This design comes from an exercise in tuning for small area and a short achievable clock period on the open sky130 flow, not from production work. RTL that was checked went through simulation tests only; none was proved equivalent to the original. Power is estimated from default activity; no workload was simulated.

== alpha ==
// frame_detect
module frame_detect (
    input  wire         clk,
    input  wire         rst,           
    input  wire         in_valid,
    input  wire [15:0]  in_mag,
    output reg          msg_valid,
    output reg          msg_long,
    output wire [111:0] msg_data
);
Size in the first run: about 1600 cells after synthesis, about 350 flip-flops, roughly 130 I/O pins, roughly 18000 sq um of cells after synthesis.
Settings: LEC_CHECK=0, CAP_MARGIN=20, CORE_MARGIN=2, CORE_UTILIZATION=40, SLEW_MARGIN=20; clock period 10.0 ns.
standard.sh (not shown) runs the stock make flow with config.mk's settings and CLKGATE_MAP_FILE= SYNTH_SCRIPT=/design/flow/synth_recipe.tcl, a recipe that flattens the netlist after the stock synthesis.
==> flow/flow/run.sh <==
#!/bin/bash
# Standard ORFS layout (the standard.sh) with these changes:
#  - ports buffered with buf_2 instead of the resizer's default pick
#  - repair_timing aims for extra setup slack (it only upsizes/rebuffers)
set -euo pipefail
export BUFFER_PORTS_ARGS="-buffer_cell sky130_fd_sc_hd__buf_2"
export SETUP_SLACK_MARGIN=7
export ABC_AREA=1
bash standard.sh > flow.log 2>&1
> inputs changed (alpha -> epsilon)
==> flow/run.sh (new file) <==
#!/bin/bash
# synth_recipe.tcl (not shown) runs the flow's synth.tcl, then flattens the netlist and writes it again
# the make line also repeats each setting of config.mk as NAME=value (left out here)
make -C /OpenROAD-flow-scripts/flow DESIGN_CONFIG=/design/flow/config.mk WORK_HOME=/design/flow/orfs CLKGATE_MAP_FILE= SYNTH_SCRIPT=/design/flow/synth_recipe.tcl finish
removed: flow/flow/run.sh
removed: flow/standard.sh
--- outcome ---
- Taking alpha as the reference point, the fraction of power consumed by sequential logic of epsilon rises by 1.6 points.
- Taking alpha as the reference point, the end-of-flow core utilization of epsilon falls by 1.6 points.
- epsilon drops fewer vias than alpha.
- epsilon went all the way through the flow, and no timing, DRC or antenna check failed.
No run of this note included a check of the RTL's function; only the layout flow was run.

---

## build 62
frame_detect, a different RTL version from the one above (not shown whole).
Size in the first run: roughly 360 flip-flops, roughly 130 I/O pins, roughly 18,000 um2 of cells after synthesis.
==> flow/config.mk <==
export PLATFORM = sky130hd
export DESIGN_NAME = frame_detect
export DESIGN_NICKNAME = frame_detect
export VERILOG_FILES = /design/flow/design.v
export SDC_FILE = /design/flow/constraint.sdc
export NUM_CORES = 4
export LEC_CHECK = 0
export ABC_AREA = 1
export CAP_MARGIN = 20
export CORE_MARGIN = 2
export CORE_UTILIZATION = 50
export CTS_BUF_LIST = sky130_fd_sc_hd__clkbuf_16
export CTS_CLUSTER_DIAMETER = 110
export CTS_CLUSTER_SIZE = 30
export SLEW_MARGIN = 20
==> flow/constraint.sdc <==
create_clock -name core_clock -period 10.0 [get_ports {clk}]
set_input_delay 2.0000 -clock core_clock [delete_from_list [all_inputs] [get_ports {clk}]]
set_output_delay 2.0000 -clock core_clock [all_outputs]
set_load 0.01 [all_outputs]
==> flow/flow/run.sh <==
#!/bin/bash
set -euo pipefail
export BUFFER_PORTS_ARGS="-buffer_cell sky130_fd_sc_hd__buf_2"
export SETUP_SLACK_MARGIN=6.6
bash standard.sh > flow.log 2>&1
What build 93 does differently from build 62 at the input level:
- CTS_CLUSTER_DIAMETER now 80, was 110
- CORE_UTILIZATION now 40, was 50
## What came out
- Build 93 vs build 62 — first-pass GRT wire length dropped slightly
- Across both runs, number of fill cells in the layout was higher for build 93 than for build 62.
- Build 93 did not stop at any stage, and its layout met the timing, design-rule and antenna checks.
- [compare] base=build 62 new=build 93: critical path arrival saw little to no change; signed area change from the synthesized netlist to the final layout increased by 3.4 points relative to the old numbers; largest stage delay on the critical path higher.
- As far as maximum level of the CTS H-tree goes, build 62 and build 93 are indistinguishable; the numbers are identical.
- Comparing build 93 against build 62, there is no change at all in total of hold buffers inserted after clock tree synthesis.
- Changes observed in build 93 relative to build 62: clock skew grew by 0.018 ns; power dissipated in combinational cells held steady; routed length per instance shrank by 0.98 um.
For build 32, these inputs were changed with respect to build 93:
- a change of CORE_UTILIZATION from 40 to 50
Between build 93 and build 32, the combinational power does not differ in any meaningful way.
Compared with build 93, in build 32 die area moved down, clock share of power moved down, final wirelength moved up, synthesized cell count level.
Setup changes, build 32 to build 11
- CTS_CLUSTER_DIAMETER: 80 -> 95
Both conditions hold for build 11: the flow ran to the end and the final layout passed the timing, design-rule and antenna checks.
Build 11: count of clock-buffer cells in the layout 1 below build 32
Build 32 -> build 11: effective utilization at floorplan delta 0, exact match
Worst hold margin delta (build 11 -> build 32): insignificant
No functional check of the RTL was part of any run of this note.

---

Setup of run 1:
The RTL this note starts from:
==> flow/design.v <==
module frame_detect (
    input  wire         clk,
    input  wire         rst,           
    input  wire         in_valid,
    input  wire [15:0]  in_mag,
    output reg          msg_valid,
    output reg          msg_long,
    output wire [111:0] msg_data
);
    reg         rst_q;           
    reg         ev;              
    reg         ev_w;            
    reg  [15:0] x;               
    always @(posedge clk) begin
        rst_q <= rst;
        ev    <= in_valid & ~rst;
        ev_w  <= in_valid;
        x     <= in_mag;
    end
    reg [15:0] w1, w2, w3, w4, w5, w6, w7, w8, w9, w10;
    always @(posedge clk) begin
        if (ev_w) begin
            w1 <= x;  w2 <= w1; w3 <= w2; w4 <= w3; w5 <= w4;
            w6 <= w5; w7 <= w6; w8 <= w7; w9 <= w8; w10 <= w9;
        end
    end
    function gt;
        input [17:0] a, b;
        reg   [31:0] g, e;   
        integer i, st;
        begin
            g = 32'd0;
            e = 32'hffffffff;
            g[17:0] = a & ~b;
            e[17:0] = a | ~b;
            for (st = 1; st < 32; st = st * 2)
                for (i = 0; i < 32; i = i + 2 * st) begin
                    g[i] = g[i + st] | (e[i + st] & g[i]);
                    e[i] = e[i + st] & e[i];
                end
            gt = g[0];
        end
    endfunction
    wire g1 = gt({2'b00, w1}, {2'b00, x});   
    wire g2 = gt({2'b00, w2}, {2'b00, x});
    wire g3 = gt({2'b00, w3}, {2'b00, x});
    wire g4 = gt({2'b00, w4}, {2'b00, x});
    wire g5 = gt({2'b00, w5}, {2'b00, x});
    wire g6 = gt({2'b00, w6}, {2'b00, x});
    wire l1 = gt({2'b00, x}, {2'b00, w1});   
    reg q1, q2, q3, q4, q5;
    always @(posedge clk) begin
        if (ev) begin
            q1 <= g1;
            q2 <= q1 & g2;
            q3 <= q2 & g3;
            q4 <= q3 & g4;
            q5 <= q4 & g5;
        end
    end
    reg  [17:0] part_q;
    reg  [15:0] mean_q;
    wire [17:0] peak_sum = part_q + x;
    wire [17:0] mean3    = 3 * mean_q;
    always @(posedge clk)
        if (ev_w) begin
            part_q  <= w8 + w6 + w1;
            mean_q  <= peak_sum[17:2];
        end
    wire quiet = (mean_q != 16'd0) &&
                 gt(mean3, {2'b00, w10}) && gt(mean3, {2'b00, w8}) &&
                 gt(mean3, {2'b00, w3})  && gt(mean3, {2'b00, w1});
    reg        seen;             
    reg [14:1] pv;
    wire       verdict = pv[14] & q5 & g6;      
    always @(posedge clk) begin
        if (rst_q) begin
            seen <= 1'b0;
            pv   <= 14'd0;
        end else if (ev) begin
            seen   <= 1'b1;
            pv[1]  <= seen & g1;                 
            pv[2]  <= pv[1] & l1;                
            pv[3]  <= pv[2];
            pv[4]  <= pv[3];
            pv[5]  <= pv[4];
            pv[6]  <= pv[5] & q3 & g4;           
            pv[7]  <= pv[6] & l1;                
            pv[8]  <= pv[7] & g1;                
            pv[9]  <= pv[8] & l1;                
            pv[10] <= pv[9] & quiet;             
            pv[11] <= pv[10];
            pv[12] <= pv[11];
            pv[13] <= pv[12];
            pv[14] <= pv[13];
        end
    end
    reg        act;              
    reg        cur_long;
    reg  [7:0] fc;
    reg        pend;
    reg  [6:0] pc;
    reg [55:0] p, q;
    reg        stg;              
    reg        e_skip_end;       
    reg        e_pres_long;      
    reg        e_pres_short;     
    reg        e_lo;             
    reg        e_hi;             
    reg        e_to_p;           
    reg        e_to_q;           
    reg        e_move;           
    wire       cont   = act & ~e_skip_end;
    wire       act_n  = cont | (~act & verdict);
    wire       long_n = (act & (fc == 8'd1)) ? g1 : cur_long;
    wire       pend_n = (pend & ~e_pres_short) | (e_skip_end & ~cur_long);
    wire       stg_n  = (stg & ~e_move) | (act & (fc == 8'd1) & pend);
    wire       lo_n   = cont & ~fc[0] & (fc <= 8'd110);
    wire       hi_n   = cont & ~fc[0] & (fc >= 8'd112) & (fc <= 8'd222) & long_n;
    always @(posedge clk) begin
        if (rst_q) begin
            act          <= 1'b0;
            pend         <= 1'b0;
            stg          <= 1'b0;
            e_skip_end   <= 1'b0;
            e_pres_long  <= 1'b0;
            e_pres_short <= 1'b0;
            e_lo         <= 1'b0;
            e_hi         <= 1'b0;
            e_to_p       <= 1'b0;
            e_to_q       <= 1'b0;
            e_move       <= 1'b0;
        end else if (ev) begin
            act      <= act_n;
            cur_long <= long_n;
            pend     <= pend_n;
            stg      <= stg_n;
            fc       <= act ? fc + 8'd1 : 8'd0;
            pc       <= pend ? pc + 7'd1 : 7'd0;
            e_skip_end   <= cont & (fc == (long_n ? 8'd237 : 8'd125));
            e_pres_long  <= cont & long_n & (fc == 8'd222);
            e_pres_short <= pend_n & pend & (pc == 7'd95);
            e_lo         <= lo_n;
            e_hi         <= hi_n;
            e_to_p       <= lo_n & ~(pend_n | stg_n);
            e_to_q       <= (lo_n & (pend_n | stg_n)) | hi_n;
            e_move       <= stg_n & ~pend_n & ~lo_n & ~hi_n;
        end
    end
    always @(posedge clk) begin
        if (ev) begin
            if (e_to_p)
                p <= {p[54:0], g1};
            else if (e_move)
                p <= q;
            if (e_to_q)
                q <= {q[54:0], g1};
        end
    end
    reg [3:0] lng;
    always @(posedge clk) begin
        msg_valid <= ev & ~rst & (e_pres_long | e_pres_short);
        if (ev & (e_pres_long | e_pres_short))
            msg_long <= e_pres_long;
        lng[0] <= e_pres_long;
        lng[1] <= e_pres_long & ev;
        lng[2] <= e_pres_long & ~e_pres_short;
        lng[3] <= e_pres_long & ~rst;
    end
    assign msg_data = {p, q & {{14{lng[3]}}, {14{lng[2]}}, {14{lng[1]}}, {14{lng[0]}}}};
endmodule
==> flow/config.mk <==
export PLATFORM = sky130hd
export DESIGN_NAME = frame_detect
export DESIGN_NICKNAME = frame_detect
export VERILOG_FILES = /design/flow/design.v
export SDC_FILE = /design/flow/constraint.sdc
export NUM_CORES = 4
export LEC_CHECK = 0
export ABC_AREA = 1
export CAP_MARGIN = 10
export CORE_MARGIN = 2
export CORE_UTILIZATION = 50
export CTS_BUF_LIST = sky130_fd_sc_hd__clkbuf_16
export CTS_CLUSTER_DIAMETER = 80
export CTS_CLUSTER_SIZE = 30
export SLEW_MARGIN = 10
==> flow/constraint.sdc <==
create_clock -name core_clock -period 10.0 [get_ports {clk}]
set_input_delay 2.0000 -clock core_clock [delete_from_list [all_inputs] [get_ports {clk}]]
set_output_delay 2.0000 -clock core_clock [all_outputs]
set_load 0.01 [all_outputs]
Scripts as last shown in full above: flow/flow/run.sh
diff inputs: run 1 => run 2
# run 1
export LEC_CHECK = 0
export ABC_AREA = 1
export CAP_MARGIN = 10
export CORE_MARGIN = 2
export CORE_UTILIZATION = 50
export CTS_BUF_LIST = sky130_fd_sc_hd__clkbuf_16
export CTS_CLUSTER_DIAMETER = 80
export CTS_CLUSTER_SIZE = 30
export SLEW_MARGIN = 10
create_clock -name core_clock -period 10.0 [get_ports {clk}]
# run 2
export LEC_CHECK = 0
export ABC_AREA = 1
export CAP_MARGIN = 20
export CORE_MARGIN = 2
export CORE_UTILIZATION = 40
export CTS_BUF_LIST = sky130_fd_sc_hd__clkbuf_16
export CTS_CLUSTER_DIAMETER = 80
export CTS_CLUSTER_SIZE = 30
export SLEW_MARGIN = 20
create_clock -name core_clock -period 10.0 [get_ports {clk}]
==> flow/flow/run.sh <==
#!/bin/bash
set -euo pipefail
export BUFFER_PORTS_ARGS="-buffer_cell sky130_fd_sc_hd__buf_2"
export SETUP_SLACK_MARGIN=6.3
bash standard.sh > flow.log 2>&1
Results
- The number of rows in the core area in run 1 is 0.897 times that in run 2.
- Diff run 1 -> run 2: cell area after layout climbed about 1.3%, number of buffers inserted during clock tree synthesis increased by 20% relative to the old numbers, post-layout utilization of the core fell by 10 points, total length of routed wires increased 1.8%, final critical path time including I/O delays and setup rose by 290 ps.
- Of run 2 and run 1, run 2 shows the lower global-route total usage across every layer, with run 1 above it.
- Latest clock arrival within the worst-skew pair: run 2 vs run 1, no meaningful difference
[inputs] run 3 vs run 2
# run 2
export LEC_CHECK = 0
export ABC_AREA = 1
export CAP_MARGIN = 20
export CORE_MARGIN = 2
export CORE_UTILIZATION = 40
export CTS_BUF_LIST = sky130_fd_sc_hd__clkbuf_16
export CTS_CLUSTER_DIAMETER = 80
export CTS_CLUSTER_SIZE = 30
export SLEW_MARGIN = 20
create_clock -name core_clock -period 10.0 [get_ports {clk}]
# run 3
export LEC_CHECK = 0
export ABC_AREA = 1
export CAP_MARGIN = 20
export CORE_MARGIN = 2
export CORE_UTILIZATION = 55
export CTS_BUF_LIST = sky130_fd_sc_hd__clkbuf_16
export CTS_CLUSTER_DIAMETER = 110
export CTS_CLUSTER_SIZE = 30
export SLEW_MARGIN = 20
create_clock -name core_clock -period 10.0 [get_ports {clk}]
==> flow/flow/run.sh <==
#!/bin/bash
set -euo pipefail
export BUFFER_PORTS_ARGS="-buffer_cell sky130_fd_sc_hd__buf_2"
export SETUP_SLACK_MARGIN=6.6
bash standard.sh > flow.log 2>&1
Results
Looking at combinational share of power, run 3 sits 2.9 points higher than run 2 does. In run 3 the overall power of the completed layout turned out 0.00029 W lower than in run 2. The cell with the largest stage delay on the worst path comes out sky130_fd_sc_hd__dfxtp_1 in one run and sky130_fd_sc_hd__dfxtp_2 in the other, namely in run 2 and run 3 respectively. Pin count of the biggest net entering global routing: run 3 < run 2. Compared with run 2, the router placed fewer vias in run 3. Of run 3 and run 2, it is run 3 that has the lower area overhead of the layout relative to synthesis.

---

// frame_detect: RTL as listed in full above, without the edits since
clock: 10.0 ns
lec_check: 0
abc_area: 1
cap_margin: 20
core_margin: 2
core_utilization: 40
cts_buf_list: sky130_fd_sc_hd__clkbuf_16
cts_cluster_diameter: 80
cts_cluster_size: 30
slew_margin: 20
==> flow/flow/run.sh <==
#!/bin/bash
set -euo pipefail
export BUFFER_PORTS_ARGS="-buffer_cell sky130_fd_sc_hd__buf_2"
export SETUP_SLACK_MARGIN=6.7
bash standard.sh > flow.log 2>&1
The baseline completed without violations.
Then changed:
==> flow/flow/run.sh (replaced) <==
#!/bin/bash
set -euo pipefail
export BUFFER_PORTS_ARGS="-buffer_cell sky130_fd_sc_hd__buf_2"
export SETUP_SLACK_MARGIN=6.6
bash standard.sh > flow.log 2>&1
- PLACE_DENSITY: default -> 0.5
The new run passed the timing, design-rule and antenna checks.
Synthesized area is unchanged.
Cell area goes down by about 1.5%.
Via count drops by about 1.8%.
Clock skew goes down by 0.0076 ns.
Then changed:
==> flow/run.sh (new file) <==
#!/bin/bash
# synth_recipe.tcl (not shown) runs the flow's synth.tcl, then flattens the netlist and writes it again
# the make line also repeats each setting of config.mk as NAME=value (left out here)
make -C /OpenROAD-flow-scripts/flow DESIGN_CONFIG=/design/flow/config.mk WORK_HOME=/design/flow/orfs CLKGATE_MAP_FILE= SYNTH_SCRIPT=/design/flow/synth_recipe.tcl finish
- PLACE_DENSITY: 0.5 -> default
- SETUP_SLACK_MARGIN: default -> 5
removed: flow/flow/run.sh
removed: flow/standard.sh
Synthesized area is unchanged. Worst setup slack gets worse by 0.65 ns. Worst hold slack gets better by 0.0099 ns. Power drops by about 5%. Count of clock-buffer cells in the layout drops by 4. Sequential power stays flat. Synthesized cell count does not change. Clock skew hardly moves. Sequential share of layout area drops by 0.92 points.
Then changed:
==> flow/flow/run.sh (new file) <==
#!/bin/bash
set -euo pipefail
export BUFFER_PORTS_ARGS="-buffer_cell sky130_fd_sc_hd__buf_2"
export SETUP_SLACK_MARGIN=6.6
bash standard.sh > flow.log 2>&1
==> flow/standard.sh (new file) <==
#!/bin/bash
# synth_recipe.tcl (not shown) runs the flow's synth.tcl, then flattens the netlist and writes it again
# the make line also repeats each setting of config.mk as NAME=value (left out here)
make -C /OpenROAD-flow-scripts/flow DESIGN_CONFIG=/design/flow/config.mk WORK_HOME=/design/flow/orfs CLKGATE_MAP_FILE= SYNTH_SCRIPT=/design/flow/synth_recipe.tcl "${@:-finish}"
- CORE_UTILIZATION: 40 -> 45
- SETUP_SLACK_MARGIN: 5 -> default
removed: flow/run.sh
Effect:
- clock-buffer cell count rises by 1
- global-route usage is higher by 2.1 points
- setup slack gets better by 0.69 ns
- cell count decreases by 2.5%
- critical path depth is unchanged
- via count came out lower by 1.2%
- non-clock buffer count is higher by 4
- power increases by 0.80%
- area after synthesis does not change
- worst hold slack got worse by 0.016 ns

==> afterwards: timing with drivers on the ports <==
How much do the figures lean on ideal ports? The routed layouts below were timed once more, with nothing changed but the port constraints.
Step 1 sets driving cells, clkbuf_16 on the clock port and buf_2 on the other inputs (assumed; they add their load-dependent delay and slew).
Step 2 moves the port delays by t, midway between the first and last clock arrival at a register: inputs arrive t later, outputs are due t later. That takes back most of the time a late clock gives input paths.
Three values: ideal, step 1, step 2; two values: the first two.
run	t, ns	setup slack, ns	worst hold slack (ns)	worst setup path at the end	worst slew at a driven data input, ns
alpha	0.593	6.498 / 6.448 / 6.550	0.447 / 0.447 / 0.447	register to register	0.04
epsilon	0.597	5.657 / 5.657 / 5.657	0.446 / 0.446 / 0.446	register to register	0.06
build 62	0.568	6.669 / 6.634 / 6.669	0.397 / 0.397 / 0.397	register to register	0.06
build 93	0.589	6.670 / 6.636 / 6.670	0.417 / 0.417 / 0.417	register to register	0.03
build 32	0.581	6.650 / 6.637 / 6.650	0.389 / 0.389 / 0.389	register to register	0.06
build 11	0.575	6.655 / 6.655 / 6.655	0.390 / 0.390 / 0.390	register to register	0.06
run 1	0.589	6.691 / 6.643 / 6.768	0.405 / 0.405 / 0.405	register to register	0.06
run 2	0.613	6.403 / 6.348 / 6.581	0.411 / 0.411 / 0.411	register to register	0.03
run 3	0.580	6.682 / 6.631 / 6.783	0.401 / 0.401 / 0.401	register to register	0.05
the first run of note 4	0.613	6.682 / 6.627 / 6.882	0.409 / 0.409 / 0.409	register to register	0.03
the second run of note 4	0.635	6.634 / 6.580 / 6.768	0.397 / 0.397 / 0.397	register to register	0.05
the third run of note 4	0.611	5.988 / 5.934 / 6.544	0.407 / 0.407 / 0.407	register to output	0.03
the fourth run of note 4	0.621	6.681 / 6.628 / 6.773	0.391 / 0.391 / 0.391	register to register	0.03
After both steps every run listed still meets setup and hold.
